This is an optimization exercise on Yosys and OpenROAD, whose aim is small area, a short achievable clock period and few clock cycles, not a production implementation.
The flow treats the clock pin as an ideal source. Dropping or thinning the clock tree relies on that and would not hold on a real chip.
Power is estimated from default activity; no workload was simulated.

branch nickel:
==> module fc_inv, before the edit <==
module fc_inv (input wire a, output wire y);
    assign y = ~a;
endmodule
==> module fc_mux2i, before the edit <==
module fc_mux2i (input wire a, input wire b, input wire s, output wire y);
    assign y = ~(s ? b : a);
endmodule
==> module fc_pass, before the edit <==
module fc_pass (input wire a, input wire b, input wire c, input wire d, output wire y);
    assign y = (~a & ~b & c) | d;
endmodule
==> module fc_fail, before the edit <==
module fc_fail (input wire a, input wire b, input wire c, input wire d, output wire y);
    assign y = ((a | b) & c) | d;
endmodule
==> module frame_request_check, before the edit <==
module frame_request_check (
    input  wire        op,
    input  wire        aw,
    input  wire [15:0] raw_hi,
    input  wire [7:0]  sid_raw,
    input  wire [7:0]  nid_raw,
    input  wire [7:0]  plen,
    output wire        oor,       
    output wire        ptl_any    
);
    wire [7:0] r1;
    wire [3:0] r2;
    wire [1:0] r3;
    wire       raw_any;
    genvar g;
    generate
        for (g = 0; g < 8; g = g + 1) begin : l1
            fc_nor2 u (.a(raw_hi[2*g]), .b(raw_hi[2*g+1]), .y(r1[g]));
        end
        for (g = 0; g < 4; g = g + 1) begin : l2
            fc_nand2 u (.a(r1[2*g]), .b(r1[2*g+1]), .y(r2[g]));
        end
        for (g = 0; g < 2; g = g + 1) begin : l3
            fc_nor2 u (.a(r2[2*g]), .b(r2[2*g+1]), .y(r3[g]));
        end
    endgenerate
    fc_nand2 u_r4 (.a(r3[0]), .b(r3[1]), .y(raw_any));
    wire aw_n, raw_ok;
    fc_inv   u_awn (.a(aw), .y(aw_n));
    fc_nand2 u_rok (.a(aw_n), .b(raw_any), .y(raw_ok));
    wire s1a, s1b, s2, sn_none;
    fc_nor2  u_s1a (.a(sid_raw[7]), .b(sid_raw[6]), .y(s1a));
    fc_nor2  u_s1b (.a(sid_raw[5]), .b(nid_raw[7]), .y(s1b));
    fc_nand2 u_s2  (.a(s1a), .b(s1b), .y(s2));
    fc_nor2  u_s3  (.a(s2), .b(nid_raw[6]), .y(sn_none));
    fc_mux2i u_oor (.a(raw_ok), .b(sn_none), .s(op), .y(oor));
    wire p1a, p1b;
    fc_nor2  u_p1a (.a(plen[7]), .b(plen[6]), .y(p1a));
    fc_nor2  u_p1b (.a(plen[5]), .b(plen[4]), .y(p1b));
    fc_nand2 u_p2  (.a(p1a), .b(p1b), .y(ptl_any));
endmodule
==> module frame_serializer, before the edit <==
module frame_serializer (
    input  wire         clk,
    input  wire         rst,
    input  wire         req_valid,
    output reg          req_ready,
    input  wire         op,           
    input  wire         ft,
    input  wire         aw,
    input  wire [31:0]  raw_id,
    input  wire [7:0]   sid_raw,
    input  wire [7:0]   nid_raw,
    input  wire [7:0]   plen,
    input  wire [119:0] pay,
    output reg          tx_valid,
    output reg  [7:0]   tx_data,
    output reg          tx_last,
    input  wire         tx_ready,
    output reg          resp_valid,
    output wire [2:0]   status,
    output reg  [4:0]   wire_len
);
    wire oor, ptl_any;
    frame_request_check u_chk (
        .op(op), .aw(aw), .raw_hi(raw_id[31:16]), .sid_raw(sid_raw), .nid_raw(nid_raw),
        .plen(plen), .oor(oor), .ptl_any(ptl_any)
    );
    wire ok = !oor && !ptl_any;
    reg [1:0] st;
    assign status = {1'b0, st};
    reg       n_cfg, n_addr, n_pay, n_end;
    reg [3:0] ilo, ihi;     
    reg       r_op, r_aw;
    reg [3:0] r_len;
    wire take     = tx_valid && tx_ready;
    wire [3:0] lst    = r_len - 4'd1;
    wire addr_lst = r_aw ? ilo[3] : ilo[1];
    wire pay_lst  = ilo[lst[1:0]] && ihi[lst[3:2]];
    wire no_pay   = (r_len == 4'd0);
    wire step     = (n_addr && !addr_lst) || (n_pay && !pay_lst);
    wire [3:0]  s_addr = {4{n_addr}} & ilo;
    reg  [14:0] s_pay;
    integer i;
    always @(*)
        for (i = 0; i < 15; i = i + 1)
            s_pay[i] = n_pay && ilo[i % 4] && ihi[i / 4];
    wire [7:0] nxt;
    frame_byte_mux u_mux (
        .s_cfg(n_cfg),
        .s_a0r(s_addr[0] && !r_op), .s_a0p(s_addr[0] && r_op),
        .s_a1r(s_addr[1] && !r_op), .s_a1p(s_addr[1] && r_op),
        .s_a2r(s_addr[2] && !r_op), .s_a3r(s_addr[3] && !r_op),
        .s_pay(s_pay), .s_end(n_end),
        .aw(aw), .ft(ft), .plen(plen[3:0]), .raw_id(raw_id),
        .sid(sid_raw[4:0]), .nid(nid_raw[5:0]), .pay(pay), .y(nxt)
    );
    wire acc  = req_ready && req_valid && !rst;
    wire done = take && tx_last && !rst;
    wire tx_valid_d, resp_valid_d, req_ready_d;
    fc_pass u_v (.a(oor), .b(ptl_any), .c(acc), .d(!rst && tx_valid && !(tx_ready && tx_last)), .y(tx_valid_d));
    fc_fail u_r (.a(oor), .b(ptl_any), .c(acc), .d(done), .y(resp_valid_d));
    fc_fail u_q (.a(oor), .b(ptl_any), .c(acc), .d(rst || (req_ready && !req_valid) || done), .y(req_ready_d));
    wire [4:0] len_sum = 5'd5 + {3'd0, aw, 1'b0} + {1'b0, plen[3:0]};
    always @(posedge clk) begin
        st       <= {!oor && ptl_any, oor};
        wire_len <= {5{ok}} & len_sum;
        r_op     <= op;
        r_aw     <= aw;
        r_len    <= plen[3:0];
        if (req_ready) begin
            tx_data <= 8'hAA;
            n_cfg   <= 1'b1;
            n_addr  <= 1'b0;
            n_pay   <= 1'b0;
            n_end   <= 1'b0;
            ilo     <= 4'b0001;
            ihi     <= 4'b0001;
        end else if (take) begin
            tx_data <= nxt;
            n_cfg   <= 1'b0;
            n_addr  <= n_cfg || (n_addr && !addr_lst);
            n_pay   <= (n_addr && addr_lst && !no_pay) || (n_pay && !pay_lst);
            n_end   <= (n_addr && addr_lst && no_pay) || (n_pay && pay_lst) || n_end;
            ilo     <= step ? {ilo[2:0], ilo[3]} : 4'b0001;
            ihi     <= !step ? 4'b0001 : (ilo[3] ? {ihi[2:0], ihi[3]} : ihi);
        end
        req_ready  <= req_ready_d;
        tx_valid   <= tx_valid_d;
        resp_valid <= resp_valid_d;
        tx_last    <= !rst && tx_valid && !(tx_ready && tx_last) && (tx_ready ? n_end : tx_last);
    end
endmodule
Settings: LEC_CHECK=0, CAP_MARGIN=20, CORE_MARGIN=2, CORE_UTILIZATION=60, SETUP_SLACK_MARGIN=3.85, SLEW_MARGIN=20, SYNTH_HIERARCHICAL=1; clock period 6.0 ns.
standard.sh (not shown) runs the stock make flow with config.mk's settings and CLKGATE_MAP_FILE= SYNTH_SCRIPT=/design/flow/synth_recipe.tcl, a recipe that flattens the netlist after the stock synthesis.
==> flow/flow/run.sh <==
#!/bin/bash
# Standard layout, except that:
#  - the port buffers are the smallest buffer cell (buf_1);
#  - the clock tree is built by flow/manual_tree.tcl in place of TritonCTS:
#    the clock port drives 4 root buffers, each next to its share of the
#    leaf buffers, and each leaf buffer drives one balanced k-means cluster
#    of flip-flops. Everything after the tree (legalisation, timing repair,
#    routing, finishing) is the standard cts.tcl and later steps.
set -euo pipefail
here=$(pwd)
export BUFFER_PORTS_ARGS="-buffer_cell sky130_fd_sc_hd__buf_1"
bash standard.sh synth > log_synth.log 2>&1
rm -rf scripts_mt
cp -r "$FLOW_HOME/scripts" scripts_mt
python3 - "$here/scripts_mt/cts.tcl" > log_patch.log 2>&1 <<'PY'
import sys
p = sys.argv[1]
s = open(p).read()
old = "log_cmd clock_tree_synthesis {*}$cts_args"
assert s.count(old) == 1
s = s.replace(old, "source $::env(MT_TREE_TCL)\nmt_build $::env(MT_NLEAF) $::env(MT_NROOT) $::env(MT_LEAF_CELL) $::env(MT_ROOT_CELL)")
open(p, "w").write(s)
print("patched", p)
PY
export MT_TREE_TCL="$here/flow/manual_tree.tcl"
export MT_NLEAF=12
export MT_NROOT=4
export MT_LEAF_CELL=sky130_fd_sc_hd__clkbuf_16
export MT_ROOT_CELL=sky130_fd_sc_hd__clkbuf_16
bash standard.sh SCRIPTS_DIR="$here/scripts_mt" finish > log_flow.log 2>&1
Other scripts of this flow, unchanged in this note and not shown: flow/flow/manual_tree.tcl
branch nickel: flow completed, timing, DRC and antenna clean
--- input diff branch nickel..branch pepper ---
--- a/flow/design.v
+++ b/flow/design.v
@@ -4,17 +4,8 @@
 module fc_nand2 (input wire a, input wire b, output wire y);
     assign y = ~(a & b);
 endmodule
-module fc_inv (input wire a, output wire y);
-    assign y = ~a;
-endmodule
-module fc_mux2i (input wire a, input wire b, input wire s, output wire y);
-    assign y = ~(s ? b : a);
-endmodule
-module fc_pass (input wire a, input wire b, input wire c, input wire d, output wire y);
-    assign y = (~a & ~b & c) | d;
-endmodule
-module fc_fail (input wire a, input wire b, input wire c, input wire d, output wire y);
-    assign y = ((a | b) & c) | d;
+module fc_ao21 (input wire a, input wire b, input wire c, output wire y);
+    assign y = (a & b) | c;
 endmodule
 module frame_request_check (
     input  wire        op,
@@ -23,13 +14,14 @@
     input  wire [7:0]  sid_raw,
     input  wire [7:0]  nid_raw,
     input  wire [7:0]  plen,
+    output wire        ok,        
+    output wire        bad,       
     output wire        oor,       
-    output wire        ptl_any    
+    output wire        ptl        
 );
     wire [7:0] r1;
     wire [3:0] r2;
     wire [1:0] r3;
-    wire       raw_any;
     genvar g;
     generate
         for (g = 0; g < 8; g = g + 1) begin : l1
@@ -42,20 +34,19 @@
             fc_nor2 u (.a(r2[2*g]), .b(r2[2*g+1]), .y(r3[g]));
         end
     endgenerate
-    fc_nand2 u_r4 (.a(r3[0]), .b(r3[1]), .y(raw_any));
-    wire aw_n, raw_ok;
-    fc_inv   u_awn (.a(aw), .y(aw_n));
-    fc_nand2 u_rok (.a(aw_n), .b(raw_any), .y(raw_ok));
     wire s1a, s1b, s2, sn_none;
     fc_nor2  u_s1a (.a(sid_raw[7]), .b(sid_raw[6]), .y(s1a));
     fc_nor2  u_s1b (.a(sid_raw[5]), .b(nid_raw[7]), .y(s1b));
     fc_nand2 u_s2  (.a(s1a), .b(s1b), .y(s2));
     fc_nor2  u_s3  (.a(s2), .b(nid_raw[6]), .y(sn_none));
-    fc_mux2i u_oor (.a(raw_ok), .b(sn_none), .s(op), .y(oor));
     wire p1a, p1b;
     fc_nor2  u_p1a (.a(plen[7]), .b(plen[6]), .y(p1a));
     fc_nor2  u_p1b (.a(plen[5]), .b(plen[4]), .y(p1b));
-    fc_nand2 u_p2  (.a(p1a), .b(p1b), .y(ptl_any));
+    wire id_ok  = op ? sn_none : (aw | (r3[0] & r3[1]));
+    assign ok   = id_ok & p1a & p1b;
+    assign bad  = ~ok;
+    assign oor  = ~id_ok;
+    assign ptl  = id_ok & ~(p1a & p1b);
 endmodule
 module frame_byte_mux (
     input  wire         s_cfg,
@@ -103,12 +94,11 @@
     output wire [2:0]   status,
     output reg  [4:0]   wire_len
 );
-    wire oor, ptl_any;
+    wire ok, bad, oor, ptl;
     frame_request_check u_chk (
         .op(op), .aw(aw), .raw_hi(raw_id[31:16]), .sid_raw(sid_raw), .nid_raw(nid_raw),
-        .plen(plen), .oor(oor), .ptl_any(ptl_any)
-    );
-    wire ok = !oor && !ptl_any;
+        .plen(plen), .ok(ok), .bad(bad), .oor(oor), .ptl(ptl)
+    );
     reg [1:0] st;
     assign status = {1'b0, st};
     reg       n_cfg, n_addr, n_pay, n_end;
@@ -140,12 +130,12 @@
     wire acc  = req_ready && req_valid && !rst;
     wire done = take && tx_last && !rst;
     wire tx_valid_d, resp_valid_d, req_ready_d;
-    fc_pass u_v (.a(oor), .b(ptl_any), .c(acc), .d(!rst && tx_valid && !(tx_ready && tx_last)), .y(tx_valid_d));
-    fc_fail u_r (.a(oor), .b(ptl_any), .c(acc), .d(done), .y(resp_valid_d));
-    fc_fail u_q (.a(oor), .b(ptl_any), .c(acc), .d(rst || (req_ready && !req_valid) || done), .y(req_ready_d));
+    fc_ao21 u_v (.a(ok),  .b(acc), .c(!rst && tx_valid && !(tx_ready && tx_last)), .y(tx_valid_d));
+    fc_ao21 u_r (.a(bad), .b(acc), .c(done), .y(resp_valid_d));
+    fc_ao21 u_q (.a(bad), .b(acc), .c(rst || (req_ready && !req_valid) || done), .y(req_ready_d));
     wire [4:0] len_sum = 5'd5 + {3'd0, aw, 1'b0} + {1'b0, plen[3:0]};
     always @(posedge clk) begin
-        st       <= {!oor && ptl_any, oor};
+        st       <= {ptl, oor};
         wire_len <= {5{ok}} & len_sum;
         r_op     <= op;
         r_aw     <= aw;
## What came out
The higher setup slack came out of branch pepper.
branch pepper vs branch nickel, instance count: branch pepper higher
There was hardly any difference in multiplexer fraction of the synthesized cell area between branch nickel and branch pepper.
Relative to branch nickel, number of cells produced by synthesis has gone down in branch pepper.
Sort branch pepper and branch nickel by combined global-route utilization of all metal layers asc -> top: branch pepper
Compared with branch nickel, in branch pepper proportion of synthesized chip area in sequential cells did not really move; power after layout did not really move; area of the die did not really move; proportion of cell area occupied by registers went down; area taken by flip-flops and latches did not really move.
As far as critical path depth goes, branch nickel and branch pepper are indistinguishable; the numbers are identical.
Final worst-path cycle share came out lower on branch pepper than on branch nickel.
The routed length per instance number comes out higher for branch nickel vs branch pepper.
branch pepper: via count of the first global-routing pass 2.5% below branch nickel
Function was not checked in any run of this note: the RTL went through the layout flow alone. No run of this note takes its clock network from TritonCTS; it comes from the design's own scripts or RTL.

[afterwards: timing with drivers on the ports]
The results above use ideal ports. As a check the final layouts listed here were re-extracted and re-timed, cells and wires unchanged. Step 1 assumes that a clkbuf_16 drives the clock port and a buf_2 every other input. Step 2, shift: input delay + t, output delay - t, t = (earliest + latest rising clock arrival at the registers) / 2. This alone moves slack from input paths to output paths. Slacks: ideal / step 1 / step 2; pairs: ideal / step 1.
run | t (ns) | setup slack, ns | clock arrival spread, ns
branch nickel | 0.379 | 3.827 / 3.734 / 3.545 | 0.034 / 0.034
branch pepper | 0.383 | 3.843 / 3.743 / 3.434 | 0.030 / 0.030
After both steps every run listed still meets setup and hold. For branch pepper, which loses most, drivers alone change the setup slack by -0.100 ns; drivers and shift together by -0.409 ns.
